This design comes from an exercise in tuning for small area on the open sky130 flow, not from production work.
RTL that was checked went through simulation tests only; none was proved equivalent to the original.
The RTL of run 2 was laid out without a check of its function.
Power and IR drop assume default switching activity.

## flow/design.v (module list and top-level ports; edited modules follow where they fit)
// module tr1_demod: 418 lines
// module tr1_mac: 307 lines
module tr1_demod (
    input  wire               clk,
    input  wire               rst,         
    input  wire               start,       
    input  wire [1:0]         car,         
    input  wire [1:0]         lc,          
    input  wire               in_valid,
    input  wire signed [11:0] in_sample,
    input  wire               finish,      
    output wire               lv_valid,
    output wire [1:0]         lv_count,    
    output reg  [5:0]         lv_data,     
    output wire               done,
    output wire [7:0]         status       
);
  // ...
==> flow/flow/run.sh <==
#!/bin/bash
# Layout flow:
#  1. the standard synthesis (standard.sh), unchanged;
#  2. flow/polarity.py: each full adder of the netlist is used as is or with
#     all pins complemented (a full adder is self-dual), to need the fewest
#     inverters next to full adders, half adders and flip-flops;
#  3. Yosys/ABC re-map the plain logic gates (flow/remap.abc, area mapping);
#     flip-flops, full and half adders and tie cells stay as they are, so
#     every register keeps its name and cell;
#  4. the standard layout from that netlist, with buf_1 port buffers and
#     a clock tree of clkbuf_8 without dummy loads.
# Each tool's output goes to a log file of its own in this folder.
set -euo pipefail
W=$(pwd)
R=$W/orfs/results/sky130hd/tr1_demod/base
LIB=$FLOW_HOME/platforms/sky130hd/lib/sky130_fd_sc_hd__tt_025C_1v80.lib
CTS="-sink_clustering_enable -repair_clock_nets -sink_clustering_size 10 -sink_clustering_max_diameter 40 -buf_list sky130_fd_sc_hd__clkbuf_4 -dont_use_dummy_load"
PORTS="-buffer_cell sky130_fd_sc_hd__buf_1"

bash standard.sh "$R/1_2_yosys.v" > synth.log 2>&1
cp "$R/1_2_yosys.v" "$R/1_2_yosys.std.v"

python3 flow/polarity.py "$R/1_2_yosys.std.v" "$R/1_2_yosys.pol.v" 20 --free-logic > polarity.log 2>&1

DU=$(sed 's/^/-dont_use /' flow/dont_use.txt | tr '\n' ' ')
printf 'set_driving_cell sky130_fd_sc_hd__buf_1\nset_load 5\n' > abc.constr
# functional models of the plain logic cells, for Yosys to flatten
cat > models.ys <<EOY
read_liberty -ignore_miss_func $LIB
delete sky130_fd_sc_hd__fa_* sky130_fd_sc_hd__ha_* sky130_fd_sc_hd__*df* sky130_fd_sc_hd__conb_1 sky130_fd_sc_hd__dl* sky130_fd_sc_hd__*lpflow* sky130_fd_sc_hd__e* sky130_fd_sc_hd__decap* sky130_fd_sc_hd__diode* sky130_fd_sc_hd__probe* sky130_fd_sc_hd__macro* sky130_fd_sc_hd__sdf* sky130_fd_sc_hd__fah* sky130_fd_sc_hd__maj3*
write_verilog -noattr $W/models.v
EOY
yosys -l models.log models.ys > /dev/null 2>&1

cat > remap.ys <<EOY
read_liberty -lib $LIB
read_verilog -overwrite $W/models.v
read_verilog $R/1_2_yosys.pol.v
hierarchy -check -top $FLOW_TOP
flatten -noscopeinfo
simplemap
opt -fast
opt_clean -purge
abc -script $W/flow/remap.abc -liberty $LIB $DU -constr $W/abc.constr -D $FLOW_PERIOD_NS
opt_clean -purge
setundef -zero
hilomap -singleton -hicell sky130_fd_sc_hd__conb_1 HI -locell sky130_fd_sc_hd__conb_1 LO
splitnets
opt_clean -purge
insbuf -buf sky130_fd_sc_hd__buf_4 A X
stat -liberty $LIB
write_verilog -noattr -nohex -nodec $R/1_2_yosys.remap.v
EOY
yosys -l remap.log remap.ys > /dev/null 2>&1

cp "$R/1_2_yosys.remap.v" "$R/1_2_yosys.v"
touch "$R/1_2_yosys.v"
bash standard.sh "CTS_ARGS=$CTS" "BUFFER_PORTS_ARGS=$PORTS" finish > layout.log 2>&1
==> flow/flow/dont_use.txt <==
sky130_fd_sc_hd__probe_p_8
sky130_fd_sc_hd__probec_p_8
sky130_fd_sc_hd__lpflow_bleeder_1
sky130_fd_sc_hd__lpflow_clkbufkapwr_1
sky130_fd_sc_hd__lpflow_clkbufkapwr_16
sky130_fd_sc_hd__lpflow_clkbufkapwr_2
sky130_fd_sc_hd__lpflow_clkbufkapwr_4
sky130_fd_sc_hd__lpflow_clkbufkapwr_8
sky130_fd_sc_hd__lpflow_clkinvkapwr_1
sky130_fd_sc_hd__lpflow_clkinvkapwr_16
sky130_fd_sc_hd__lpflow_clkinvkapwr_2
sky130_fd_sc_hd__lpflow_clkinvkapwr_4
sky130_fd_sc_hd__lpflow_clkinvkapwr_8
sky130_fd_sc_hd__lpflow_decapkapwr_12
sky130_fd_sc_hd__lpflow_decapkapwr_3
sky130_fd_sc_hd__lpflow_decapkapwr_4
sky130_fd_sc_hd__lpflow_decapkapwr_6
sky130_fd_sc_hd__lpflow_decapkapwr_8
sky130_fd_sc_hd__lpflow_inputiso0n_1
sky130_fd_sc_hd__lpflow_inputiso0p_1
sky130_fd_sc_hd__lpflow_inputiso1n_1
sky130_fd_sc_hd__lpflow_inputiso1p_1
sky130_fd_sc_hd__lpflow_inputisolatch_1
sky130_fd_sc_hd__lpflow_isobufsrc_1
sky130_fd_sc_hd__lpflow_isobufsrc_16
sky130_fd_sc_hd__lpflow_isobufsrc_2
sky130_fd_sc_hd__lpflow_isobufsrc_4
sky130_fd_sc_hd__lpflow_isobufsrc_8
sky130_fd_sc_hd__lpflow_isobufsrckapwr_16
sky130_fd_sc_hd__lpflow_lsbuf_lh_hl_isowell_tap_1
sky130_fd_sc_hd__lpflow_lsbuf_lh_hl_isowell_tap_2
sky130_fd_sc_hd__lpflow_lsbuf_lh_hl_isowell_tap_4
sky130_fd_sc_hd__lpflow_lsbuf_lh_isowell_4
sky130_fd_sc_hd__lpflow_lsbuf_lh_isowell_tap_1
sky130_fd_sc_hd__lpflow_lsbuf_lh_isowell_tap_2
sky130_fd_sc_hd__lpflow_lsbuf_lh_isowell_tap_4
==> flow/flow/polarity.py <==
#!/usr/bin/env python3
"""Inverter clean-up for a flat gate-level netlist (Yosys write_verilog style).

A full adder is self-dual: FA(~a, ~b, ~c) = (~sum, ~cout). Synthesis often
leaves inverters between chained full adders. This script chooses, for every
full-adder cell, whether to use it as is or with all its pins complemented,
so as to need the fewest inverters, then rebuilds the inverters: at most one
per net, for the loads that need the complement. Flip-flops and every other
cell are left as they are.

usage: polarity.py in.v out.v
"""
import re, sys, random

FA = "sky130_fd_sc_hd__fa_1"
INV_RE = re.compile(r"^sky130_fd_sc_hd__(clk)?inv_\d+$")
NEW_INV = "sky130_fd_sc_hd__inv_1"
OUT_PINS = {"X", "Y", "Q", "Q_N", "COUT", "SUM", "HI", "LO"}
FA_IN = ("A", "B", "CIN")
FA_OUT = ("COUT", "SUM")

src = re.sub(r"\(\*.*?\*\)", "", open(sys.argv[1]).read())
m = re.search(r"^module\s+(\w+)\s*\((.*?)\);", src, re.S | re.M)
body_start = m.end()
end = src.rindex("endmodule")
body = src[body_start:end]

decl_re = re.compile(r"^\s*(input|output|inout|wire)\b[^;]*;", re.M)
cell_re = re.compile(r"^\s*(sky130_fd_sc_hd__\w+)\s+(\S+)\s*\((.*?)\);", re.S | re.M)
decls = [d.group(0) for d in decl_re.finditer(body)]
cells = []
for c in cell_re.finditer(body):
    pins = [(p, v.strip()) for p, v in re.findall(r"\.(\w+)\(([^()]*)\)", c.group(3))]
    cells.append([c.group(1), c.group(2), pins])
rest = cell_re.sub("", decl_re.sub("", body)).strip()
assert rest == "", "unexpected netlist content: %r" % rest[:200]

ports_out = set()
for d in decls:
    mm = re.match(r"\s*output\s+(\[\d+:\d+\]\s*)?(\S+)\s*;", d)
    if mm:
        name = mm.group(2)
        if mm.group(1):
            hi, lo = map(int, re.findall(r"\d+", mm.group(1)))
            for i in range(lo, hi + 1):
                ports_out.add("%s[%d]" % (name, i))
        else:
            ports_out.add(name)

# inverters: output net -> input net
inv_of = {}
inv_cells = set()
for i, (t, n, pins) in enumerate(cells):
    if INV_RE.match(t):
        pd = dict(pins)
        inv_of[pd["Y"]] = pd["A"]
        inv_cells.add(i)

def base(net):
    par = 0
    seen = 0
    while net in inv_of:
        net = inv_of[net]
        par ^= 1
        seen += 1
        assert seen < 1000
    return net, par

# loads of each base net: (cell index or None for a port, pin, parity)
loads = {}
driver = {}
for i, (t, n, pins) in enumerate(cells):
    if i in inv_cells:
        continue
    for p, v in pins:
        if p in OUT_PINS:
            driver[v] = (i, p)
        else:
            b, par = base(v)
            loads.setdefault(b, []).append((i, p, par))

fa_cells = [i for i, c in enumerate(cells) if c[0] == FA]
flip = {i: 0 for i in fa_cells}
# a full adder that drives an output port (directly or through inverters)
# keeps its polarity
port_bases = {}
for o in ports_out:
    b, par = base(o)
    port_bases.setdefault(b, []).append((o, par))
fixed = set()
for i in fa_cells:
    for p, v in cells[i][2]:
        if p in OUT_PINS and v in port_bases:
            fixed.add(i)

FREE_LOGIC = "--free-logic" in sys.argv
FIXED_TYPES = re.compile(r"^sky130_fd_sc_hd__(ha_|e?dfx|dfr|dfs|sdf|dl|conb)")

def is_free(ci):
    # a logic gate: a later re-mapping absorbs inverters at its pins
    if not FREE_LOGIC or ci is None:
        return False
    t = cells[ci][0]
    return t != FA and not FIXED_TYPES.match(t)

def net_cost(b):
    d = driver.get(b)
    needs = set()
    for (ci, p, par) in loads.get(b, []):
        if is_free(ci):
            continue
        needs.add(par ^ (flip.get(ci, 0) if ci is not None else 0))
    if d and is_free(d[0]):
        return 1 if len(needs) == 2 else 0
    dp = flip.get(d[0], 0) if d else 0
    return 1 if any(n != dp for n in needs) else 0

# nets touching each full adder
fa_nets = {}
for i in fa_cells:
    ns = set()
    for p, v in cells[i][2]:
        ns.add(base(v)[0] if p not in OUT_PINS else v)
    fa_nets[i] = ns

all_bases = set(loads)
before = sum(net_cost(b) for b in all_bases)
rng = random.Random(1)
best = None
for trial in range(int(sys.argv[3]) if len(sys.argv) > 3 and sys.argv[3].isdigit() else 20):
    if trial:
        for i in fa_cells:
            flip[i] = rng.randint(0, 1) if i not in fixed else 0
    improved = True
    rounds = 0
    while improved and rounds < 100:
        improved = False
        rounds += 1
        order = list(fa_cells)
        rng.shuffle(order)
        for i in order:
            if i in fixed:
                continue
            ns = fa_nets[i]
            c0 = sum(net_cost(b) for b in ns)
            flip[i] ^= 1
            c1 = sum(net_cost(b) for b in ns)
            if c1 < c0 or (c1 == c0 and rng.random() < 0.3 and rounds < 60):
                improved = improved or c1 < c0
            else:
                flip[i] ^= 1
    cost = sum(net_cost(b) for b in all_bases)
    if best is None or cost < best[0]:
        best = (cost, dict(flip))
flip = best[1]
after = best[0]

def esc(v, suffix):
    return (v + suffix) if not v.startswith("\\") else (v + suffix)

# physical name of each base net: a flipped full adder's outputs are renamed,
# since they now carry the complement
phys = {}
new_wires = []
for i in fa_cells:
    if flip[i]:
        for p, v in cells[i][2]:
            if p in OUT_PINS:
                phys[v] = esc(v, "_pn")
                new_wires.append("  wire %s ;" % phys[v] if v.startswith("\\") else "  wire %s;" % phys[v])

def pname(b):
    return phys.get(b, b)

new_cells = []
conn = {}
inv_net = {}
k = 0
for b, ls in loads.items():
    d = driver.get(b)
    dp = flip.get(d[0], 0) if d else 0
    for (ci, p, par) in ls:
        need = par ^ (flip.get(ci, 0) if ci is not None else 0)
        if need == dp:
            target = pname(b)
        else:
            if b not in inv_net:
                y = "pol_inv_%d_y" % k
                inv_net[b] = y
                new_wires.append("  wire %s;" % y)
                new_cells.append([NEW_INV, "pol_inv_%d" % k, [("A", pname(b)), ("Y", y)]])
                k += 1
            target = inv_net[b]
        conn[(ci, p)] = target

out_cells = []
for i, (t, n, pins) in enumerate(cells):
    if i in inv_cells:
        continue
    np_ = []
    for p, v in pins:
        if p in OUT_PINS:
            np_.append((p, pname(v) if (i in flip and flip[i]) else v))
        else:
            np_.append((p, conn.get((i, p), v)))
    out_cells.append([t, n, np_])

# output ports that are inverter outputs: one inverter each, as before
for b, lst in port_bases.items():
    for (o, par) in lst:
        if par == 0:
            assert b == o
            continue
        assert not (driver.get(b) and flip.get(driver[b][0], 0))
        new_cells.append([NEW_INV, "pol_port_inv_%d" % k, [("A", pname(b)), ("Y", o)]])
        k += 1

def fmt(c):
    t, n, pins = c
    def net(v):
        return v + " " if v.startswith("\\") else v
    return "  %s %s (\n%s\n  );" % (t, net(n), ",\n".join("    .%s(%s)" % (p, net(v)) for p, v in pins))

used = set()
for c in out_cells + new_cells:
    for p, v in c[2]:
        used.add(v)
out = [src[:body_start], "\n".join(decls), "\n".join(w for w in new_wires)]
out += [fmt(c) for c in out_cells + new_cells]
out.append("endmodule\n")
open(sys.argv[2], "w").write("\n".join(out))
nflip = sum(flip.values())
print("full adders %d, flipped %d; inverters before %d (nets needing one %d), after %d"
      % (len(fa_cells), nflip, len(inv_cells), before, len(new_cells)))
==> flow/flow/remap.abc <==
strash
&get -n
&syn2
&put
dch
amap
==> flow/standard.sh <==
#!/bin/bash
# synth_recipe.tcl (not shown) runs the flow's synth.tcl, then flattens the netlist and writes it again
# the make line also repeats each setting of config.mk as NAME=value (left out here)
make -C /OpenROAD-flow-scripts/flow DESIGN_CONFIG=/design/flow/config.mk WORK_HOME=/design/flow/orfs CLKGATE_MAP_FILE= SYNTH_SCRIPT=/design/flow/synth_recipe.tcl "${@:-finish}"
==> flow/config.mk <==
export PLATFORM = sky130hd
export DESIGN_NAME = tr1_demod
export DESIGN_NICKNAME = tr1_demod
export VERILOG_FILES = /design/flow/design.v
export SDC_FILE = /design/flow/constraint.sdc
export NUM_CORES = 4
export LEC_CHECK = 0
export CAP_MARGIN = 10
export CORE_MARGIN = 2
export CORE_UTILIZATION = 40
export CTS_BUF_LIST = sky130_fd_sc_hd__clkbuf_8
export CTS_CLUSTER_DIAMETER = 60
export CTS_CLUSTER_SIZE = 18
export GPL_TIMING_DRIVEN = 0
export SLEW_MARGIN = 10
==> flow/constraint.sdc <==
create_clock -name core_clock -period 16.0 [get_ports {clk}]
set_input_delay 3.2000 -clock core_clock [delete_from_list [all_inputs] [get_ports {clk}]]
set_output_delay 3.2000 -clock core_clock [all_outputs]
set_load 0.01 [all_outputs]
==> impl_results.md, run 1 <==
* First-pass GRT wire length at 110000 um
* Share of layout cells above drive strength 1 at 6.01%
* Boundary Pins at 39
* Final setup violation count at 0
* GRT met2 Usage at 40.8%
* Largest register FFs at 54
* Most used cell, CP: fa_1
* Largest regs: xr: 54 flops, hacc: 29 flops
* Layout Utilization at 44.6%
* Setup ws final at 0.663 ns
* Min Tclk post-route at 15.34 ns
* Hold Crit Depth at 1
* Clock share of power at 17.1%
* Largest net degree at the start of global routing at 54
* Initial antenna violation count at 1
* Seq group at 0.950 mW
* Buffers on Ports at 35
* Critical Path End: xr[52]
* Max incr delay on CP at 1.03 ns
* Layout Skew at 0.123 ns
* GPL Wtd Cong at 0.992
* Status: finished clean
* Startpoint types: input port
* Combinational share of power at 42.3%
* Global Route Usage Sum at 25.1%
* Fillers at 5236
* Drt drc at 0
* CP bufs+invs at 3
* Final WL at 70200 um
* RSZ-0062 raised after global routing: no
* Final ANT Viol Nets at 0
* Worst Path Class, Setup: in2reg
* Met1 wire length at 30300 um
* Slew at the pin with the worst max-slew slack at 1.25 ns
* Slowest cell on crit path: nand2_1
* DP Area at 0.0236 mm2
==> module tr1_demod, before the edit <==
module tr1_demod (
    input  wire               clk,
    input  wire               rst,         
    input  wire               start,       
    input  wire [1:0]         car,         
    input  wire [1:0]         lc,          
    input  wire               in_valid,
    input  wire signed [11:0] in_sample,
    input  wire               finish,      
    output wire               lv_valid,
    output wire [1:0]         lv_count,    
    output reg  [5:0]         lv_data,     
    output wire               done,
    output wire [7:0]         status       
);
    localparam [1:0] CAR_ASK = 2'd0, CAR_FSK = 2'd1, CAR_QAM = 2'd2;
    localparam [1:0] LC_NRZ = 2'd0, LC_MAN = 2'd1, LC_AMI = 2'd2;
    localparam [1:0] LV_ZERO = 2'b00, LV_POS = 2'b01, LV_NEG = 2'b11;
    reg       active;
    reg [1:0] cur_car;
    reg [1:0] cur_lc;
    reg       cfg_err;
    reg       sig_err;
    reg       fin_pending;
    reg       pol_neg;           
    reg [3:0] lo;
    reg       down;
    reg       half;
    reg       wh;
    wire take  = active & in_valid & ~cfg_err & ~sig_err;
    wire first = ~down & (lo == 4'd0) & ~half & ~wh;
    wire last  = down & (lo == 4'd1) & half & wh;
    wire [4:0] fidx = {half, lo};
    wire [59:0] from;
    assign from[0] = (fidx == 5'd20) | (fidx == 5'd26);
    assign from[1] = (fidx == 5'd1) | (fidx == 5'd3) | (fidx == 5'd17) | (fidx == 5'd21) | (fidx == 5'd27);
    assign from[2] = (fidx == 5'd1) | (fidx == 5'd2) | (fidx == 5'd3) | (fidx == 5'd5) | (fidx == 5'd10) | (fidx == 5'd17) | (fidx == 5'd18) | (fidx == 5'd19) | (fidx == 5'd22);
    assign from[3] = (fidx == 5'd7) | (fidx == 5'd8) | (fidx == 5'd22) | (fidx == 5'd25);
    assign from[4] = (fidx == 5'd25) | (fidx == 5'd26) | (fidx == 5'd27) | (fidx == 5'd28);
    assign from[5] = (fidx == 5'd3) | (fidx == 5'd5) | (fidx == 5'd6) | (fidx == 5'd7) | (fidx == 5'd8) | (fidx == 5'd9) | (fidx == 5'd11) | (fidx == 5'd12) | (fidx == 5'd19) | (fidx == 5'd21) | (fidx == 5'd22) | (fidx == 5'd23) | (fidx == 5'd24) | (fidx == 5'd25) | (fidx == 5'd27) | (fidx == 5'd28);
    assign from[6] = (fidx == 5'd4) | (fidx == 5'd5) | (fidx == 5'd7) | (fidx == 5'd8) | (fidx == 5'd9) | (fidx == 5'd10) | (fidx == 5'd11) | (fidx == 5'd19) | (fidx == 5'd23) | (fidx == 5'd24) | (fidx == 5'd25) | (fidx == 5'd28);
    assign from[7] = (fidx == 5'd7) | (fidx == 5'd8) | (fidx == 5'd11) | (fidx == 5'd20) | (fidx == 5'd23) | (fidx == 5'd25) | (fidx == 5'd27);
    assign from[8] = (fidx == 5'd2) | (fidx == 5'd6) | (fidx == 5'd9) | (fidx == 5'd10) | (fidx == 5'd17) | (fidx == 5'd18) | (fidx == 5'd19) | (fidx == 5'd21) | (fidx == 5'd24) | (fidx == 5'd26);
    assign from[9] = (fidx == 5'd0) | (fidx == 5'd1) | (fidx == 5'd2) | (fidx == 5'd3) | (fidx == 5'd4) | (fidx == 5'd5) | (fidx == 5'd6) | (fidx == 5'd7) | (fidx == 5'd16) | (fidx == 5'd17) | (fidx == 5'd18) | (fidx == 5'd22) | (fidx == 5'd23) | (fidx == 5'd24);
    assign from[10] = (fidx == 5'd6) | (fidx == 5'd8) | (fidx == 5'd20) | (fidx == 5'd23) | (fidx == 5'd24) | (fidx == 5'd26) | (fidx == 5'd27) | (fidx == 5'd28);
    assign from[11] = (fidx == 5'd1) | (fidx == 5'd3) | (fidx == 5'd8) | (fidx == 5'd11) | (fidx == 5'd17) | (fidx == 5'd19) | (fidx == 5'd21) | (fidx == 5'd23) | (fidx == 5'd24);
    assign from[12] = (fidx == 5'd2) | (fidx == 5'd5) | (fidx == 5'd8) | (fidx == 5'd10) | (fidx == 5'd18) | (fidx == 5'd22) | (fidx == 5'd25);
    assign from[13] = (fidx == 5'd6) | (fidx == 5'd7) | (fidx == 5'd17) | (fidx == 5'd18) | (fidx == 5'd21) | (fidx == 5'd24);
    assign from[14] = (fidx == 5'd22) | (fidx == 5'd23) | (fidx == 5'd24) | (fidx == 5'd25) | (fidx == 5'd26) | (fidx == 5'd27) | (fidx == 5'd28);
    assign from[15] = (fidx == 5'd4) | (fidx == 5'd10);
    assign from[16] = (fidx == 5'd1) | (fidx == 5'd5) | (fidx == 5'd11) | (fidx == 5'd17) | (fidx == 5'd19);
    assign from[17] = (fidx == 5'd1) | (fidx == 5'd2) | (fidx == 5'd3) | (fidx == 5'd6) | (fidx == 5'd17) | (fidx == 5'd18) | (fidx == 5'd19) | (fidx == 5'd21) | (fidx == 5'd26);
    assign from[18] = (fidx == 5'd6) | (fidx == 5'd9) | (fidx == 5'd23) | (fidx == 5'd24);
    assign from[19] = (fidx == 5'd9) | (fidx == 5'd10) | (fidx == 5'd11) | (fidx == 5'd12);
    assign from[20] = (fidx == 5'd3) | (fidx == 5'd5) | (fidx == 5'd6) | (fidx == 5'd7) | (fidx == 5'd8) | (fidx == 5'd9) | (fidx == 5'd11) | (fidx == 5'd12) | (fidx == 5'd19) | (fidx == 5'd21) | (fidx == 5'd22) | (fidx == 5'd23) | (fidx == 5'd24) | (fidx == 5'd25) | (fidx == 5'd27) | (fidx == 5'd28);
    assign from[21] = (fidx == 5'd3) | (fidx == 5'd7) | (fidx == 5'd8) | (fidx == 5'd9) | (fidx == 5'd12) | (fidx == 5'd20) | (fidx == 5'd21) | (fidx == 5'd23) | (fidx == 5'd24) | (fidx == 5'd25) | (fidx == 5'd26) | (fidx == 5'd27);
    assign from[22] = (fidx == 5'd4) | (fidx == 5'd7) | (fidx == 5'd9) | (fidx == 5'd11) | (fidx == 5'd23) | (fidx == 5'd24) | (fidx == 5'd27);
    assign from[23] = (fidx == 5'd1) | (fidx == 5'd2) | (fidx == 5'd3) | (fidx == 5'd5) | (fidx == 5'd8) | (fidx == 5'd10) | (fidx == 5'd18) | (fidx == 5'd22) | (fidx == 5'd25) | (fidx == 5'd26);
    assign from[24] = (fidx == 5'd0) | (fidx == 5'd1) | (fidx == 5'd2) | (fidx == 5'd6) | (fidx == 5'd7) | (fidx == 5'd8) | (fidx == 5'd16) | (fidx == 5'd17) | (fidx == 5'd18) | (fidx == 5'd19) | (fidx == 5'd20) | (fidx == 5'd21) | (fidx == 5'd22) | (fidx == 5'd23);
    assign from[25] = (fidx == 5'd4) | (fidx == 5'd7) | (fidx == 5'd8) | (fidx == 5'd10) | (fidx == 5'd11) | (fidx == 5'd12) | (fidx == 5'd22) | (fidx == 5'd24);
    assign from[26] = (fidx == 5'd1) | (fidx == 5'd3) | (fidx == 5'd5) | (fidx == 5'd7) | (fidx == 5'd8) | (fidx == 5'd17) | (fidx == 5'd19) | (fidx == 5'd24) | (fidx == 5'd27);
    assign from[27] = (fidx == 5'd2) | (fidx == 5'd6) | (fidx == 5'd9) | (fidx == 5'd18) | (fidx == 5'd21) | (fidx == 5'd24) | (fidx == 5'd26);
    assign from[28] = (fidx == 5'd1) | (fidx == 5'd2) | (fidx == 5'd5) | (fidx == 5'd8) | (fidx == 5'd22) | (fidx == 5'd23);
    assign from[29] = (fidx == 5'd6) | (fidx == 5'd7) | (fidx == 5'd8) | (fidx == 5'd9) | (fidx == 5'd10) | (fidx == 5'd11) | (fidx == 5'd12);
    assign from[30] = (fidx == 5'd1) | (fidx == 5'd5) | (fidx == 5'd6) | (fidx == 5'd7) | (fidx == 5'd9) | (fidx == 5'd11) | (fidx == 5'd17) | (fidx == 5'd27);
    assign from[31] = (fidx == 5'd4) | (fidx == 5'd20) | (fidx == 5'd23) | (fidx == 5'd25) | (fidx == 5'd26);
    assign from[32] = (fidx == 5'd3) | (fidx == 5'd7) | (fidx == 5'd10) | (fidx == 5'd21) | (fidx == 5'd23) | (fidx == 5'd24) | (fidx == 5'd25);
    assign from[33] = (fidx == 5'd2) | (fidx == 5'd3) | (fidx == 5'd7) | (fidx == 5'd8) | (fidx == 5'd11) | (fidx == 5'd18);
    assign from[34] = (fidx == 5'd3) | (fidx == 5'd4) | (fidx == 5'd5) | (fidx == 5'd6) | (fidx == 5'd7);
    assign from[35] = (fidx == 5'd2) | (fidx == 5'd3) | (fidx == 5'd8) | (fidx == 5'd10) | (fidx == 5'd18) | (fidx == 5'd19) | (fidx == 5'd24) | (fidx == 5'd26);
    assign from[36] = (fidx == 5'd2) | (fidx == 5'd3) | (fidx == 5'd5) | (fidx == 5'd6) | (fidx == 5'd9) | (fidx == 5'd10) | (fidx == 5'd17) | (fidx == 5'd18) | (fidx == 5'd21) | (fidx == 5'd22);
    assign from[37] = (fidx == 5'd2) | (fidx == 5'd8) | (fidx == 5'd9) | (fidx == 5'd11) | (fidx == 5'd12) | (fidx == 5'd27) | (fidx == 5'd28);
    assign from[38] = (fidx == 5'd1) | (fidx == 5'd4) | (fidx == 5'd5) | (fidx == 5'd6) | (fidx == 5'd9) | (fidx == 5'd12) | (fidx == 5'd17) | (fidx == 5'd19) | (fidx == 5'd21) | (fidx == 5'd22) | (fidx == 5'd23) | (fidx == 5'd24) | (fidx == 5'd25) | (fidx == 5'd26) | (fidx == 5'd27);
    assign from[39] = (fidx == 5'd0) | (fidx == 5'd1) | (fidx == 5'd2) | (fidx == 5'd8) | (fidx == 5'd9) | (fidx == 5'd10) | (fidx == 5'd11) | (fidx == 5'd16) | (fidx == 5'd17);
    assign from[40] = (fidx == 5'd1) | (fidx == 5'd2) | (fidx == 5'd5) | (fidx == 5'd6) | (fidx == 5'd7) | (fidx == 5'd9) | (fidx == 5'd11) | (fidx == 5'd17) | (fidx == 5'd18) | (fidx == 5'd24) | (fidx == 5'd26) | (fidx == 5'd27);
    assign from[41] = (fidx == 5'd3) | (fidx == 5'd4) | (fidx == 5'd6) | (fidx == 5'd20) | (fidx == 5'd23) | (fidx == 5'd25);
    assign from[42] = (fidx == 5'd2) | (fidx == 5'd8) | (fidx == 5'd9) | (fidx == 5'd10) | (fidx == 5'd12) | (fidx == 5'd21) | (fidx == 5'd27);
    assign from[43] = (fidx == 5'd3) | (fidx == 5'd4) | (fidx == 5'd5) | (fidx == 5'd6) | (fidx == 5'd7) | (fidx == 5'd11) | (fidx == 5'd18) | (fidx == 5'd19);
    assign from[44] = (fidx == 5'd16) | (fidx == 5'd17);
    assign from[45] = (fidx == 5'd1) | (fidx == 5'd11) | (fidx == 5'd17) | (fidx == 5'd21) | (fidx == 5'd22) | (fidx == 5'd23) | (fidx == 5'd25) | (fidx == 5'd27);
    assign from[46] = (fidx == 5'd4) | (fidx == 5'd7) | (fidx == 5'd9) | (fidx == 5'd10) | (fidx == 5'd20);
    assign from[47] = (fidx == 5'd5) | (fidx == 5'd7) | (fidx == 5'd8) | (fidx == 5'd9) | (fidx == 5'd19) | (fidx == 5'd23) | (fidx == 5'd26);
    assign from[48] = (fidx == 5'd2) | (fidx == 5'd18) | (fidx == 5'd19) | (fidx == 5'd23) | (fidx == 5'd24) | (fidx == 5'd27);
    assign from[49] = (fidx == 5'd19) | (fidx == 5'd20) | (fidx == 5'd21) | (fidx == 5'd22) | (fidx == 5'd23);
    assign from[50] = (fidx == 5'd2) | (fidx == 5'd3) | (fidx == 5'd8) | (fidx == 5'd10) | (fidx == 5'd18) | (fidx == 5'd19) | (fidx == 5'd24) | (fidx == 5'd26);
    assign from[51] = (fidx == 5'd1) | (fidx == 5'd2) | (fidx == 5'd5) | (fidx == 5'd6) | (fidx == 5'd18) | (fidx == 5'd19) | (fidx == 5'd21) | (fidx == 5'd22) | (fidx == 5'd25) | (fidx == 5'd26);
    assign from[52] = (fidx == 5'd11) | (fidx == 5'd12) | (fidx == 5'd18) | (fidx == 5'd24) | (fidx == 5'd25) | (fidx == 5'd27) | (fidx == 5'd28);
    assign from[53] = (fidx == 5'd1) | (fidx == 5'd3) | (fidx == 5'd5) | (fidx == 5'd6) | (fidx == 5'd7) | (fidx == 5'd8) | (fidx == 5'd9) | (fidx == 5'd10) | (fidx == 5'd11) | (fidx == 5'd17) | (fidx == 5'd20) | (fidx == 5'd21) | (fidx == 5'd22) | (fidx == 5'd25) | (fidx == 5'd28);
    assign from[54] = (fidx == 5'd0) | (fidx == 5'd1) | (fidx == 5'd16) | (fidx == 5'd17) | (fidx == 5'd18) | (fidx == 5'd24) | (fidx == 5'd25) | (fidx == 5'd26) | (fidx == 5'd27);
    assign from[55] = (fidx == 5'd1) | (fidx == 5'd2) | (fidx == 5'd8) | (fidx == 5'd10) | (fidx == 5'd11) | (fidx == 5'd17) | (fidx == 5'd18) | (fidx == 5'd21) | (fidx == 5'd22) | (fidx == 5'd23) | (fidx == 5'd25) | (fidx == 5'd27);
    assign from[56] = (fidx == 5'd4) | (fidx == 5'd7) | (fidx == 5'd9) | (fidx == 5'd19) | (fidx == 5'd20) | (fidx == 5'd22);
    assign from[57] = (fidx == 5'd5) | (fidx == 5'd11) | (fidx == 5'd18) | (fidx == 5'd24) | (fidx == 5'd25) | (fidx == 5'd26) | (fidx == 5'd28);
    assign from[58] = (fidx == 5'd2) | (fidx == 5'd3) | (fidx == 5'd19) | (fidx == 5'd20) | (fidx == 5'd21) | (fidx == 5'd22) | (fidx == 5'd23) | (fidx == 5'd27);
    assign from[59] = (fidx == 5'd0) | (fidx == 5'd1);
    wire [29:0] qrom;
    assign qrom[0] = (lo == 4'd1) | (lo == 4'd3);
    assign qrom[1] = (lo == 4'd2) | (lo == 4'd8);
    assign qrom[2] = (lo == 4'd4) | (lo == 4'd7);
    assign qrom[3] = (lo == 4'd8) | (lo == 4'd9);
    assign qrom[4] = 1'b0;
    assign qrom[5] = (lo == 4'd5) | (lo == 4'd6) | (lo == 4'd7) | (lo == 4'd8) | (lo == 4'd9) | (lo == 4'd10);
    assign qrom[6] = (lo == 4'd6) | (lo == 4'd7) | (lo == 4'd9);
    assign qrom[7] = (lo == 4'd3) | (lo == 4'd5) | (lo == 4'd8) | (lo == 4'd9) | (lo == 4'd10) | (lo == 4'd11) | (lo == 4'd12);
    assign qrom[8] = (lo == 4'd5) | (lo == 4'd6) | (lo == 4'd7) | (lo == 4'd10) | (lo == 4'd11);
    assign qrom[9] = (lo == 4'd0) | (lo == 4'd1) | (lo == 4'd2) | (lo == 4'd3) | (lo == 4'd4) | (lo == 4'd5) | (lo == 4'd6) | (lo == 4'd7) | (lo == 4'd8);
    assign qrom[10] = (lo == 4'd1) | (lo == 4'd3) | (lo == 4'd5) | (lo == 4'd6) | (lo == 4'd7) | (lo == 4'd10);
    assign qrom[11] = (lo == 4'd2) | (lo == 4'd6) | (lo == 4'd8) | (lo == 4'd9);
    assign qrom[12] = (lo == 4'd3) | (lo == 4'd4) | (lo == 4'd7) | (lo == 4'd9) | (lo == 4'd11);
    assign qrom[13] = (lo == 4'd5) | (lo == 4'd6) | (lo == 4'd7) | (lo == 4'd8);
    assign qrom[14] = 1'b0;
    assign qrom[15] = (lo == 4'd3) | (lo == 4'd5);
    assign qrom[16] = (lo == 4'd5) | (lo == 4'd8) | (lo == 4'd9);
    assign qrom[17] = (lo == 4'd1) | (lo == 4'd3) | (lo == 4'd8);
    assign qrom[18] = (lo == 4'd4) | (lo == 4'd5);
    assign qrom[19] = 1'b0;
    assign qrom[20] = (lo == 4'd4) | (lo == 4'd6) | (lo == 4'd7) | (lo == 4'd10) | (lo == 4'd11) | (lo == 4'd12);
    assign qrom[21] = (lo == 4'd4) | (lo == 4'd7) | (lo == 4'd10) | (lo == 4'd11);
    assign qrom[22] = (lo == 4'd5) | (lo == 4'd6) | (lo == 4'd9) | (lo == 4'd10);
    assign qrom[23] = (lo == 4'd1) | (lo == 4'd2) | (lo == 4'd3) | (lo == 4'd6) | (lo == 4'd7) | (lo == 4'd8);
    assign qrom[24] = (lo == 4'd5) | (lo == 4'd6) | (lo == 4'd7) | (lo == 4'd8) | (lo == 4'd9) | (lo == 4'd10) | (lo == 4'd11) | (lo == 4'd12);
    assign qrom[25] = (lo == 4'd3) | (lo == 4'd4) | (lo == 4'd5) | (lo == 4'd6) | (lo == 4'd10) | (lo == 4'd11) | (lo == 4'd12);
    assign qrom[26] = (lo == 4'd4) | (lo == 4'd8) | (lo == 4'd9) | (lo == 4'd11);
    assign qrom[27] = (lo == 4'd1) | (lo == 4'd6) | (lo == 4'd9) | (lo == 4'd10);
    assign qrom[28] = (lo == 4'd5) | (lo == 4'd6) | (lo == 4'd7) | (lo == 4'd8);
    assign qrom[29] = 1'b0;
    wire [14:0] bf1 = from[59:45], bf2 = from[44:30], bf3 = from[29:15], bf4 = from[14:0];
    wire [14:0] bqs = qrom[29:15], bqc = qrom[14:0];
    wire [11:0] xg = take ? in_sample : 12'd0;
    wire [4:0] fneg = {5{down}};
    wire [4:0] sneg = {5{half}};
    wire [4:0] cneg = {5{half ^ down}};
    reg [14:0] d1, d2, d3, d4;
    always @(*) begin
        case (cur_car)
            CAR_ASK: begin
                d1 = {4'd0, xg[11], 5'd1, 5'd0};
                d2 = d1;
                d3 = 15'd0;
                d4 = 15'd0;
            end
            CAR_FSK: begin
                d1 = {bf1[14:10] ^ fneg, bf1[9:0]};
                d2 = {bf2[14:10] ^ fneg, bf2[9:0]};
                d3 = bf3;
                d4 = bf4;
            end
            default: begin
                d1 = {bqs[14:10] ^ sneg, bqs[9:0]};
                d2 = d1;
                d3 = {bqc[14:10] ^ cneg, bqc[9:0]};
                d4 = d3;
            end
        endcase
    end
    reg signed [26:0] acc1, acc2, acc3, acc4;
    wire [26:0] sum1, sum2, sum3, sum4;
    localparam [26:0] INIT = 27'd128761856;
    wire [26:0] base1 = first ? INIT : acc1;
    wire [26:0] base2 = first ? INIT : acc2;
    wire [26:0] base3 = first ? INIT : acc3;
    wire [26:0] base4 = first ? INIT : acc4;
    tr1_mac u_mac1 (.base(base1), .x(xg), .tk(take), .neg(d1[14:10]), .one(d1[9:5]), .two(d1[4:0]), .sum(sum1));
    tr1_mac u_mac2 (.base(base2), .x(xg), .tk(take), .neg(d2[14:10]), .one(d2[9:5]), .two(d2[4:0]), .sum(sum2));
    tr1_mac u_mac3 (.base(base3), .x(xg), .tk(take), .neg(d3[14:10]), .one(d3[9:5]), .two(d3[4:0]), .sum(sum3));
    tr1_mac u_mac4 (.base(base4), .x(xg), .tk(take), .neg(d4[14:10]), .one(d4[9:5]), .two(d4[4:0]), .sum(sum4));
    reg        [53:0] xr;        
    reg signed [26:0] y1, y2;
    reg        [28:0] hacc;      
    reg               sticky;    
    reg               hbusy;
    reg        [5:0]  hstep;
    reg               dvalid;    
    wire        [26:0] hterm = xr[0] ? (hstep[0] ? y2 : y1) : 27'd0;
    wire               hneg  = (hstep[5:1] == 5'd26);
    wire        [26:0] ht    = hterm ^ {27{hneg}};
    wire        [28:0] hsum;
    wire h_0 = hacc[0] ^ ht[0];
    wire h_1 = h_0 ^ hneg;
    wire h_2 = (hacc[0] & ht[0]) | (h_0 & hneg);
    wire h_3 = h_2 ^ hacc[1];
    wire h_4 = h_3 ^ ht[1];
    wire h_5 = (h_2 & hacc[1]) | (h_3 & ht[1]);
    wire h_6 = h_5 ^ hacc[2];
    wire h_7 = h_6 ^ ht[2];
    wire h_8 = (h_5 & hacc[2]) | (h_6 & ht[2]);
    wire h_9 = h_8 ^ hacc[3];
    wire h_10 = h_9 ^ ht[3];
    wire h_11 = (h_8 & hacc[3]) | (h_9 & ht[3]);
    wire h_12 = h_11 ^ hacc[4];
    wire h_13 = h_12 ^ ht[4];
    wire h_14 = (h_11 & hacc[4]) | (h_12 & ht[4]);
    wire h_15 = h_14 ^ hacc[5];
    wire h_16 = h_15 ^ ht[5];
    wire h_17 = (h_14 & hacc[5]) | (h_15 & ht[5]);
    wire h_18 = h_17 ^ hacc[6];
    wire h_19 = h_18 ^ ht[6];
    wire h_20 = (h_17 & hacc[6]) | (h_18 & ht[6]);
    wire h_21 = h_20 ^ hacc[7];
    wire h_22 = h_21 ^ ht[7];
    wire h_23 = (h_20 & hacc[7]) | (h_21 & ht[7]);
    wire h_24 = h_23 ^ hacc[8];
    wire h_25 = h_24 ^ ht[8];
    wire h_26 = (h_23 & hacc[8]) | (h_24 & ht[8]);
    wire h_27 = h_26 ^ hacc[9];
    wire h_28 = h_27 ^ ht[9];
    wire h_29 = (h_26 & hacc[9]) | (h_27 & ht[9]);
    wire h_30 = h_29 ^ hacc[10];
    wire h_31 = h_30 ^ ht[10];
    wire h_32 = (h_29 & hacc[10]) | (h_30 & ht[10]);
    wire h_33 = h_32 ^ hacc[11];
    wire h_34 = h_33 ^ ht[11];
    wire h_35 = (h_32 & hacc[11]) | (h_33 & ht[11]);
    wire h_36 = h_35 ^ hacc[12];
    wire h_37 = h_36 ^ ht[12];
    wire h_38 = (h_35 & hacc[12]) | (h_36 & ht[12]);
    wire h_39 = h_38 ^ hacc[13];
    wire h_40 = h_39 ^ ht[13];
    wire h_41 = (h_38 & hacc[13]) | (h_39 & ht[13]);
    wire h_42 = h_41 ^ hacc[14];
    wire h_43 = h_42 ^ ht[14];
    wire h_44 = (h_41 & hacc[14]) | (h_42 & ht[14]);
    wire h_45 = h_44 ^ hacc[15];
    wire h_46 = h_45 ^ ht[15];
    wire h_47 = (h_44 & hacc[15]) | (h_45 & ht[15]);
    wire h_48 = h_47 ^ hacc[16];
    wire h_49 = h_48 ^ ht[16];
    wire h_50 = (h_47 & hacc[16]) | (h_48 & ht[16]);
    wire h_51 = h_50 ^ hacc[17];
    wire h_52 = h_51 ^ ht[17];
    wire h_53 = (h_50 & hacc[17]) | (h_51 & ht[17]);
    wire h_54 = h_53 ^ hacc[18];
    wire h_55 = h_54 ^ ht[18];
    wire h_56 = (h_53 & hacc[18]) | (h_54 & ht[18]);
    wire h_57 = h_56 ^ hacc[19];
    wire h_58 = h_57 ^ ht[19];
    wire h_59 = (h_56 & hacc[19]) | (h_57 & ht[19]);
    wire h_60 = h_59 ^ hacc[20];
    wire h_61 = h_60 ^ ht[20];
    wire h_62 = (h_59 & hacc[20]) | (h_60 & ht[20]);
    wire h_63 = h_62 ^ hacc[21];
    wire h_64 = h_63 ^ ht[21];
    wire h_65 = (h_62 & hacc[21]) | (h_63 & ht[21]);
    wire h_66 = h_65 ^ hacc[22];
    wire h_67 = h_66 ^ ht[22];
    wire h_68 = (h_65 & hacc[22]) | (h_66 & ht[22]);
    wire h_69 = h_68 ^ hacc[23];
    wire h_70 = h_69 ^ ht[23];
    wire h_71 = (h_68 & hacc[23]) | (h_69 & ht[23]);
    wire h_72 = h_71 ^ hacc[24];
    wire h_73 = h_72 ^ ht[24];
    wire h_74 = (h_71 & hacc[24]) | (h_72 & ht[24]);
    wire h_75 = h_74 ^ hacc[25];
    wire h_76 = h_75 ^ ht[25];
    wire h_77 = (h_74 & hacc[25]) | (h_75 & ht[25]);
    wire h_78 = h_77 ^ hacc[26];
    wire h_79 = h_78 ^ ht[26];
    wire h_80 = (h_77 & hacc[26]) | (h_78 & ht[26]);
    wire h_81 = h_80 ^ hacc[27];
    wire h_82 = h_81 ^ ht[26];
    wire h_83 = (h_80 & hacc[27]) | (h_81 & ht[26]);
    wire h_84 = h_83 ^ hacc[28];
    wire h_85 = h_84 ^ ht[26];
    wire h_86 = (h_83 & hacc[28]) | (h_84 & ht[26]);
    assign hsum = {h_85, h_82, h_79, h_76, h_73, h_70, h_67, h_64, h_61, h_58, h_55, h_52, h_49, h_46, h_43, h_40, h_37, h_34, h_31, h_28, h_25, h_22, h_19, h_16, h_13, h_10, h_7, h_4, h_1};
    wire p_zero = (hacc == 29'd0) & ~sticky;
    reg  a_bit;                  
    reg  c_s, c_d;               
    reg  nz_s, nz_d;             
    reg  sg_s, sg_d;             
    wire s_bit = a_bit ^ xr[0] ^ c_s;
    wire d_bit = a_bit ^ ~xr[0] ^ c_d;
    reg       dec_err;
    reg [1:0] dec_n;             
    reg [2:0] dec_p;             
    always @(*) begin
        dec_err = 1'b0;
        dec_n   = 2'd1;
        dec_p   = 3'b000;
        case (cur_car)
            CAR_ASK: begin
                if (y1 > 27'sd12800)     dec_p[0] = 1'b1;
                else if (y1 < 27'sd6400) dec_p[0] = 1'b0;
                else                     dec_err  = 1'b1;
            end
            CAR_FSK: begin
                dec_err  = p_zero;
                dec_p[0] = ~hacc[28];
            end
            default: begin
                dec_n = 2'd3;
                dec_err = (hacc < 29'd20000) | ((hacc == 29'd180000) & ~sticky) |
                          ~nz_s | ~nz_d;
                dec_p[0] = sg_s;
                dec_p[1] = sg_s ^ sg_d;
                dec_p[2] = (hacc > 29'd180000) | ((hacc == 29'd180000) & sticky);
            end
        endcase
    end
    reg rec_pol;
    integer i;
    always @(*) begin
        lv_data = 6'd0;
        rec_pol = pol_neg;
        for (i = 0; i < 3; i = i + 1) begin
            if (i < dec_n) begin
                case (cur_lc)
                    LC_NRZ: lv_data[2*i +: 2] = dec_p[i] ? LV_POS : LV_NEG;
                    LC_MAN: lv_data[2*i +: 2] = dec_p[i] ? LV_POS : LV_ZERO;
                    default: begin
                        if (dec_p[i]) begin
                            lv_data[2*i +: 2] = rec_pol ? LV_NEG : LV_POS;
                            rec_pol = ~rec_pol;
                        end else begin
                            lv_data[2*i +: 2] = LV_ZERO;
                        end
                    end
                endcase
            end
        end
    end
    assign lv_valid = dvalid & ~dec_err & ~sig_err;
    assign lv_count = (cur_car == CAR_QAM) ? 2'd3 : 2'd1;
    assign done   = fin_pending & ~hbusy & ~dvalid;
    assign status = cfg_err ? 8'h15 : (sig_err | ~first) ? 8'h76 : 8'h00;
    always @(posedge clk) begin
        acc1 <= sum1;
        acc2 <= sum2;
        acc3 <= sum3;
        acc4 <= sum4;
        if (take & last) begin
            xr <= {sum3[26], sum1[26], sum3[25], sum1[25], sum3[24], sum1[24],
                   sum3[23], sum1[23], sum3[22], sum1[22], sum3[21], sum1[21],
                   sum3[20], sum1[20], sum3[19], sum1[19], sum3[18], sum1[18],
                   sum3[17], sum1[17], sum3[16], sum1[16], sum3[15], sum1[15],
                   sum3[14], sum1[14], sum3[13], sum1[13], sum3[12], sum1[12],
                   sum3[11], sum1[11], sum3[10], sum1[10], sum3[9],  sum1[9],
                   sum3[8],  sum1[8],  sum3[7],  sum1[7],  sum3[6],  sum1[6],
                   sum3[5],  sum1[5],  sum3[4],  sum1[4],  sum3[3],  sum1[3],
                   sum3[2],  sum1[2],  sum3[1],  sum1[1],  sum3[0],  sum1[0]};
            y1 <= sum2;
            y2 <= sum4;
        end else begin
            xr <= xr >> 1;
        end
        a_bit <= xr[0];
        if (take & last) begin
            c_s  <= 1'b0;
            c_d  <= 1'b1;
            nz_s <= 1'b0;
            nz_d <= 1'b0;
        end else if (hstep[0]) begin
            c_s  <= (a_bit & xr[0]) | (a_bit & c_s) | (xr[0] & c_s);
            c_d  <= (a_bit & ~xr[0]) | (a_bit & c_d) | (~xr[0] & c_d);
            nz_s <= nz_s | s_bit;
            nz_d <= nz_d | d_bit;
            sg_s <= s_bit;
            sg_d <= d_bit;
        end
        if (take & last) begin
            hacc   <= 29'd0;
            sticky <= 1'b0;
        end else begin
            hacc   <= hstep[0] ? {hsum[28], hsum[28:1]} : hsum;
            sticky <= sticky | (hstep[0] & hsum[0]);
        end
        if (rst) begin
            active      <= 1'b0;
            fin_pending <= 1'b0;
            hbusy       <= 1'b0;
            dvalid      <= 1'b0;
        end else begin
            if (start) begin
                active      <= 1'b1;
                cur_car     <= car;
                cur_lc      <= lc;
                cfg_err     <= (car == 2'd3) || (lc == 2'd3);
                sig_err     <= 1'b0;
                fin_pending <= 1'b0;
                pol_neg     <= 1'b0;
                lo          <= 4'd0;
                down        <= 1'b0;
                half        <= 1'b0;
                wh          <= 1'b0;
            end else begin
                if (take) begin
                    if (~down) begin
                        if (lo == 4'd12) down <= 1'b1;
                        else             lo   <= lo + 4'd1;
                    end else if (lo == 4'd1) begin
                        down <= 1'b0;
                        lo   <= 4'd0;
                        half <= ~half;
                        if (half) wh <= ~wh;
                    end else begin
                        lo <= lo - 4'd1;
                    end
                end
                if (take & last) begin
                    hbusy <= 1'b1;
                    hstep <= 6'd0;
                end else if (hbusy) begin
                    hstep <= hstep + 6'd1;
                    if (hstep == 6'd53) hbusy <= 1'b0;
                end
                dvalid <= hbusy & (hstep == 6'd53);
                if (dvalid & ~sig_err) begin
                    if (dec_err) sig_err <= 1'b1;
                    else         pol_neg <= rec_pol;
                end
                if (active & finish) fin_pending <= 1'b1;
                if (done) begin
                    fin_pending <= 1'b0;
                    active      <= 1'b0;
                end
            end
        end
    end
endmodule
==> run 2: changes to the inputs <==
--- a/flow/design.v
+++ b/flow/design.v
@@ -264,10 +264,9 @@
     assign hsum = {h_85, h_82, h_79, h_76, h_73, h_70, h_67, h_64, h_61, h_58, h_55, h_52, h_49, h_46, h_43, h_40, h_37, h_34, h_31, h_28, h_25, h_22, h_19, h_16, h_13, h_10, h_7, h_4, h_1};
     wire p_zero = (hacc == 29'd0) & ~sticky;
-    reg  a_bit;                  
     reg  c_s, c_d;               
     reg  nz_s, nz_d;             
     reg  sg_s, sg_d;             
-    wire s_bit = a_bit ^ xr[0] ^ c_s;
-    wire d_bit = a_bit ^ ~xr[0] ^ c_d;
+    wire s_bit = xr[0] ^ xr[1] ^ c_s;
+    wire d_bit = xr[0] ^ ~xr[1] ^ c_d;
     reg       dec_err;
     reg [1:0] dec_n;             
@@ -343,5 +342,4 @@
             xr <= xr >> 1;
         end
-        a_bit <= xr[0];
         if (take & last) begin
             c_s  <= 1'b0;
@@ -349,7 +347,7 @@
             nz_s <= 1'b0;
             nz_d <= 1'b0;
-        end else if (hstep[0]) begin
-            c_s  <= (a_bit & xr[0]) | (a_bit & c_s) | (xr[0] & c_s);
-            c_d  <= (a_bit & ~xr[0]) | (a_bit & c_d) | (~xr[0] & c_d);
+        end else if (hbusy & ~hstep[0]) begin
+            c_s  <= (xr[0] & xr[1]) | (xr[0] & c_s) | (xr[1] & c_s);
+            c_d  <= (xr[0] & ~xr[1]) | (xr[0] & c_d) | (~xr[1] & c_d);
             nz_s <= nz_s | s_bit;
             nz_d <= nz_d | d_bit;
--- a/flow/config.mk
+++ b/flow/config.mk
@@ -13,3 +13,3 @@
 export CTS_CLUSTER_SIZE = 18
 export GPL_TIMING_DRIVEN = 0
-export SLEW_MARGIN = 10
+export SLEW_MARGIN = 0
==> impl_results.md, run 2 <==
* Worst Path Required at 16.56 ns
* Sink Count at 276
* Max-cap viol count at 0
* Most used cell, CP: fa_1
* First-pass DRT Iterations at 6
* RSZ-0062 raised after global routing: no
* Startpoint types: input port
* Fillers at 5240 (+0.076%)
* CTS buffer count at 53
* Syn avg cell area at 9.22 um2
* Total Power at 2.36 mW
* Synthesized instance count at 2379
* Yosys warns at 1
* Die height at 238 um
* Arr. time, crit path at 15.95 ns
* Setup TNS at 0 ns
* Layout Skew at 0.0892 ns (-0.0341 ns)
* Via density at 5.98
* Status: finished clean
* Final ANT Viol Nets at 0 (unchanged)
* Global Route Usage Sum at 25.9% (+0.76 points)
* Hpwl dp at 53400 um
* Most common cell after layout, fill and taps aside: nor2_1
* GPL Wtd Cong at 0.928 (-6.5%)
* CP Launch Point: in_sample[11]
* Most frequent cells in the layout: nor2_1 (380), fa_1 (297), o21ai_0 (226)
* DR vias at 19200
* Iteration-0 DRC Markers at 1583
* Clock-pin slew reported for the worst setup and hold paths after clock tree synthesis at 0.09 ns
* Max incr delay on CP at 0.75 ns (-0.28 ns)
* Layout Utilization at 44.6% (about the same)
* Final hold vios at 0
* Netlist Area Pre-Place at 0.0219 mm2
* Buffers on Ports at 35 (unchanged)
* Vias in the first global route at 19300
* Worst R2R Start: lo[2]
* Clock root buffer master: clkbuf_4
* Largest net degree at the start of global routing at 94 (+74%)
* Hold path start: xr[5]
* DP Area at 0.0237 mm2 (+0.40%)
* Sequential Power Share at 40.1%
* Die area at 0.0567 mm2
* CP max FO at 18
* Initial Util at 40.6%
* DR WL/cell at 22.5 um
* Share of layout cells above drive strength 1 at 5.34% (-0.68 points)
* Leakage at 9.13 nW
* Power per cell area at 98.1 mW/mm2
* Min Tclk post-route at 15.39 ns (+0.0549 ns)
* Slowest cell on crit path: clkdlybuf4s15_1
* Hold Path Class: reg2reg
* CTS Hold Bufs at 0
* First-pass GRT wire length at 114000 um (+3.2%)
* Worst-Skew Late Latency at 0.83 ns
* Clock Tree Buf Depth at 3
* Drt drc at 0 (unchanged)
* Largest regs: xr: 54 flops, hacc: 29 flops
* Clock share of power at 17.2% (about the same)
* Boundary Pins at 39 (unchanged)
* Combinational share of power at 42.7% (+0.4 points)
* Initial antenna violation count at 2 (+1)
* CTS tree: yes
* Switching Fraction at 37.6%
* Crit. End Element: register
* Final Cell Area at 0.0241 mm2
* Final cycle utilization of the critical path at 96.2%
* Biggest register: xr
* Slew at the pin with the worst max-slew slack at 1.34 ns (+0.0879 ns)
* Worst Path Class, Setup: in2reg
* Worst relative slew slack at 11.0%
* Largest register FFs at 54 (unchanged)
* Row count at 85
* Final WL at 72200 um (+2.9%)
* Final setup violation count at 0 (unchanged)
* Net Sw Power at 0.889 mW
* Synth-to-Final Area Change at 9.79%
* Core area at 0.0540 mm2
* Total gr overflow at 0
* Final Net Count at 2877
* Pint at 1.47 mW
* CTS HTree Levels at 2
* Max Freq at 65.0 MHz
* Final Max Tran Viols at 0
* Maximum VDD drop at 0.0000623 V
* Die width at 238 um
==> run 2: final cells by class <==
class                           instances  area, um2  share of cell area, %
Sequential cell                       276       6290                   26.1
Buffer                                  7       52.6                  0.218
Inverter                              106        418                   1.74
Multi-Input combinational cell       1991      15300                   63.6
Antenna cell                            1       2.50                 0.0104
Timing Repair Buffer                   78        748                   3.11
Tap cell                              696        871                   3.62
Clock buffer                           53        398                   1.65
==> run 2: stage by stage <==
stage               hold slack, ns  worst slack (ns)  instances
detailed placement           0.422             -1.31       3153
floorplan                    0.416             0.367       2380
global route                 0.426            0.0824       3208
global placement             0.422             -8.00       3111
finish                       0.414             0.609       3208
CTS                          0.418             0.143       3206
==> run 2: final timing paths <==
| kind | endpoint | slack, ns | cells after the start |
|---|---|---|---|
| setup / recovery | y1[26] | 0.61 | 37 |
| hold / removal | xr[4] | 0.41 | 1 |
| setup reg to reg | xr[53] | 0.64 | 35 |
| hold reg to reg | xr[4] | 0.41 | 1 |
==> run 2: power by group through the flow <==
stage | clock, mW | sequential, mW | combinational [mW]
3_3_place_gp | 0 | 0.962 | 0.971
3_5_place_dp | 0 | 0.962 | 1.00
6_report | 0.406 | 0.948 | 1.01
4_1_cts | 0.423 | 0.950 | 1.01
5_1_grt | 0.452 | 0.964 | 1.15
2_1_floorplan | 0 | 0.947 | 0.695
==> run 2: what timing repair did <==
item,4_1_cts,5_1_grt
endpoints found under the setup margin,13,9
resized for setup,1,5
buffers inserted,0,0
endpoints found under the hold margin,0,0
==> run 2: worst max-delay path, delay by kind of cell <==
family / cells / cell delay [ns]
AOI/OAI and AO/OA: 4 / 0.83
and+or+nand+nor: 4 / 0.96
buffers and inverters: 4 / 2.18
adders and majority gates: 25 / 8.77
==> run 2: routing by layer <==
layer | share of wire [%] | global-route usage [%] | routed length [um]
met1 | 43 | 35.2 | 30800
met2 | 46 | 41.3 | 33400
met3 | 7.5 | 4.45 | 5440
met4 | 3.6 | 9.83 | 2590
met5 | 0 | 0 | 0
==> run 3: changes to the inputs <==
--- a/flow/design.v
+++ b/flow/design.v
@@ -171,5 +171,5 @@
     reg        [5:0]  hstep;
     reg               dvalid;    
-    wire        [26:0] hterm = xr[0] ? (hstep[0] ? y2 : y1) : 27'd0;
+    wire        [26:0] hterm = xr[0] ? y1 : 27'd0;
     wire               hneg  = (hstep[5:1] == 5'd26);
     wire        [26:0] ht    = hterm ^ {27{hneg}};
@@ -341,4 +341,6 @@
         end else begin
             xr <= xr >> 1;
+            y1 <= y2;
+            y2 <= y1;
         end
         if (take & last) begin
==> impl_results.md, run 3 <==
* Status: finished clean
* Netlist Area Pre-Place at 0.0217 mm2 (-0.95%)
* Largest regs: xr: 54 flops, hacc: 29 flops
* Final Net Count at 2979 (+3.5%)
* Via density at 5.91 (-1.2%)
* Row count at 85 (unchanged)
* Buffers on Ports at 35 (unchanged)
* Clock-pin slew reported for the worst setup and hold paths after clock tree synthesis at 0.11 ns (+0.02 ns)
* Largest net degree at the start of global routing at 99 (+5.3%)
* CTS Hold Bufs at 0 (unchanged)
* First-pass GRT wire length at 115000 um (+1.2%)
* Biggest register: xr
* Initial Util at 40.4% (-0.15 points)
* Final WL at 73800 um (+2.2%)
* Max-cap viol count at 0 (unchanged)
* Core area at 0.0537 mm2 (-0.59%)
* GRT met2 Usage at 41.9% (+0.65 points)
* RSZ-0062 raised after global routing: yes
* Final cycle utilization of the critical path at 97.6% (+1.4 points)
* Final Max Tran Viols at 0 (unchanged)
* CP max FO at 24 (+6)
* Synth-to-Final Area Change at 9.30%
* Boundary Pins at 39 (unchanged)
* Met1 Track Usage GR at 36.9% (+1.6 points)
* Sink Count at 276 (unchanged)
* Worst-Skew Late Latency at 0.86 ns (+0.03 ns)
* Synthesized instance count at 2491 (+4.7%)
* Max Freq at 64.0 MHz (-1.5%)
* Power per cell area at 98.8 mW/mm2 (+0.73%)
* Slowest cell on crit path: a311oi_1
* Share of layout cells above drive strength 1 at 4.63% (-0.71 points)
* Clock Tree Buf Depth at 3 (unchanged)
* DR vias at 19600 (+1.9%)
* Worst relative slew slack at 15.9% (+4.9 points)
* Worst Path Class, Setup: in2reg
* Layout Skew at 0.189 ns (+0.0993 ns)
* Arr. time, crit path at 16.30 ns (+0.35 ns)
* Layout Utilization at 44.2% (-0.36 points)
* Clock root buffer master: clkbuf_4
* Vias in the first global route at 19100 (-0.87%)
* Startpoint types: input port
* Slew at the pin with the worst max-slew slack at 1.26 ns (-0.0781 ns)
* Hpwl dp at 55300 um (+3.6%)
* Syn avg cell area at 8.72 um2 (-5.4%)
* Largest register FFs at 54 (unchanged)
* Total Power at 2.35 mW (-0.68%)
* Total gr overflow at 0 (unchanged)
* Die area at 0.0562 mm2 (-0.93%)
* Final ANT Viol Nets at 0 (unchanged)
* Worst Path Required at 16.68 ns (+0.12 ns)
* Most frequent cells in the layout: nor2_1 (372), o21ai_0 (302), fa_1 (297)
* Global Route Usage Sum at 26.7% (+0.82 points)
* Final hold vios at 0 (unchanged)
* Met3 Use GR at 4.86% (+0.41 points)
* Initial antenna violation count at 2 (unchanged)
* Iteration-0 DRC Markers at 2028 (+28%)
* DR WL/cell at 22.3 um (-0.99%)
* Crit. End Element: register
* CTS HTree Levels at 2 (unchanged)
* Hold Path Class: reg2reg
* Final setup violation count at 0 (unchanged)
* Max incr delay on CP at 0.74 ns (about the same)
* Yosys warns at 1 (unchanged)
* Post-CTS Repair Setup Buffers at 0 (unchanged)
* Most common cell after layout, fill and taps aside: nor2_1
* First-pass DRT Iterations at 6 (unchanged)
* Drt drc at 0 (unchanged)
* CTS tree: yes
* Die width at 237 um (-0.47%)
* CTS buffer count at 54 (+1.9%)
* Min Tclk post-route at 15.62 ns (+0.229 ns)
* Most used cell, CP: fa_1
* GPL Wtd Cong at 0.968 (+4.3%)
* Maximum VDD drop at 0.0000692 V (+11%)
* Leakage at 9.15 nW (+0.31%)
* Busiest grt layer: met2
* Die height at 237 um (-0.47%)
[run 3: changes by cell type in the layout (fill, tap and decap cells not counted), sizes merged, moves of 20 or more]
cell    previous run  this run
dfxtp            200       254
clkinv           102       156
o22ai            211       191
o221ai            31         2
a22o              53        75
o21ai            233       311
nand3             10        42
a21oi            192       156
edfxtp            76        22
nand2            206       264
[run 3: metal layers]
metal | vias to the layer above | routed length, um
li1 | 9150 | -
met1 | 9446 | 31700
met2 | 811 | 33200
met3 | 161 | 6050
met4 | 2 | 2870
met5 | - | 12
[run 3: worst paths after layout]
path,start,end,slack (ns),cells past startpoint
worst max-delay path,in_valid,xr[53],0.38,36
worst min register to register,y2[10],y1[10],0.38,1
worst max register to register,lo[3],xr[52],0.79,38
worst min-delay path,y2[10],y1[10],0.38,1
[run 3: critical path: cells and delay by family]
family | cells | cell delay (ns)
and+or+nand+nor | 4 | 1.51
AOI/OAI and AO/OA | 4 | 1.78
adders and majority gates | 25 | 9.08
buffers and inverters | 3 | 0.71
[run 3: repair_timing]
action | 4_1_cts | 5_1_grt
gates resized for setup | 1 | 2
gates cloned | 0 | 0
setup endpoints to repair | 10 | 13
[run 3: through the flow]
stage               setup TNS (ns)  instance area (um2)  std cells  worst slack (ns)  hold WS [ns]
finish                           0                23700       3310             0.380         0.383
CTS                              0                23700       3307           0.00115         0.378
global placement           -341.34                22700       3223             -4.00         0.430
detailed placement          -21.54                23300       3253             -1.41         0.433
global route               -0.0322                23700       3310           -0.0322         0.378
floorplan                        0                21700       2492             0.178         0.426
[run 3: report_power, final]
part / total, mW / internal (mW) / switching (mW)
combinational: 1.04 / 0.428 / 0.608
sequential: 0.901 / 0.857 / 0.0448
clock: 0.409 / 0.152 / 0.257
[run 3: final cells by class]
cell class                 count  area, um2
antenna                        1       2.50
buffer                         7       52.6
clock buffer                  54        405
fill                        5288      30000
inverter                     158        606
multi-input combinational   2051      15500
sequential                   276       5750
tap                          696        871
timing repair buffer          67        606

## port drivers added, routing unchanged
Ports are ideal in the flow. The routed layouts listed here were re-timed in OpenROAD. Step 1 (the two cells are an assumption about what drives the block):
set clk [get_ports {clk}]
set_driving_cell -lib_cell sky130_fd_sc_hd__clkbuf_16 $clk
set_driving_cell -lib_cell sky130_fd_sc_hd__buf_2 [delete_from_list [all_inputs] $clk]
Step 2 times the ports against the registers' clock, not the clock port: input delays grow and output delays shrink by t, the midpoint of the rising clock arrivals with the driver on. Slacks: ideal / step 1 / step 2; pairs: ideal / step 1.
run | t, ns | setup WS [ns] | hold slack, ns | slew at the worst register clock pin (ns) | worst slew at a driven data input, ns
run 1 | 0.815 | 0.663 / 0.696 / -0.119 | 0.399 / 0.399 / 0.399 | 0.11 / 0.11 | 0.07
run 2 | 0.836 | 0.609 / 0.622 / -0.213 | 0.414 / 0.414 / 0.414 | 0.11 / 0.11 | 0.04
run 3 | 0.822 | 0.380 / 0.406 / -0.416 | 0.383 / 0.383 / 0.383 | 0.11 / 0.11 | 0.04
Met with ideal ports but missed after step 2: setup timing in every run listed. The setup slack of run 2, which loses most, moves by +0.013 ns with the drivers and by -0.822 ns with both steps.
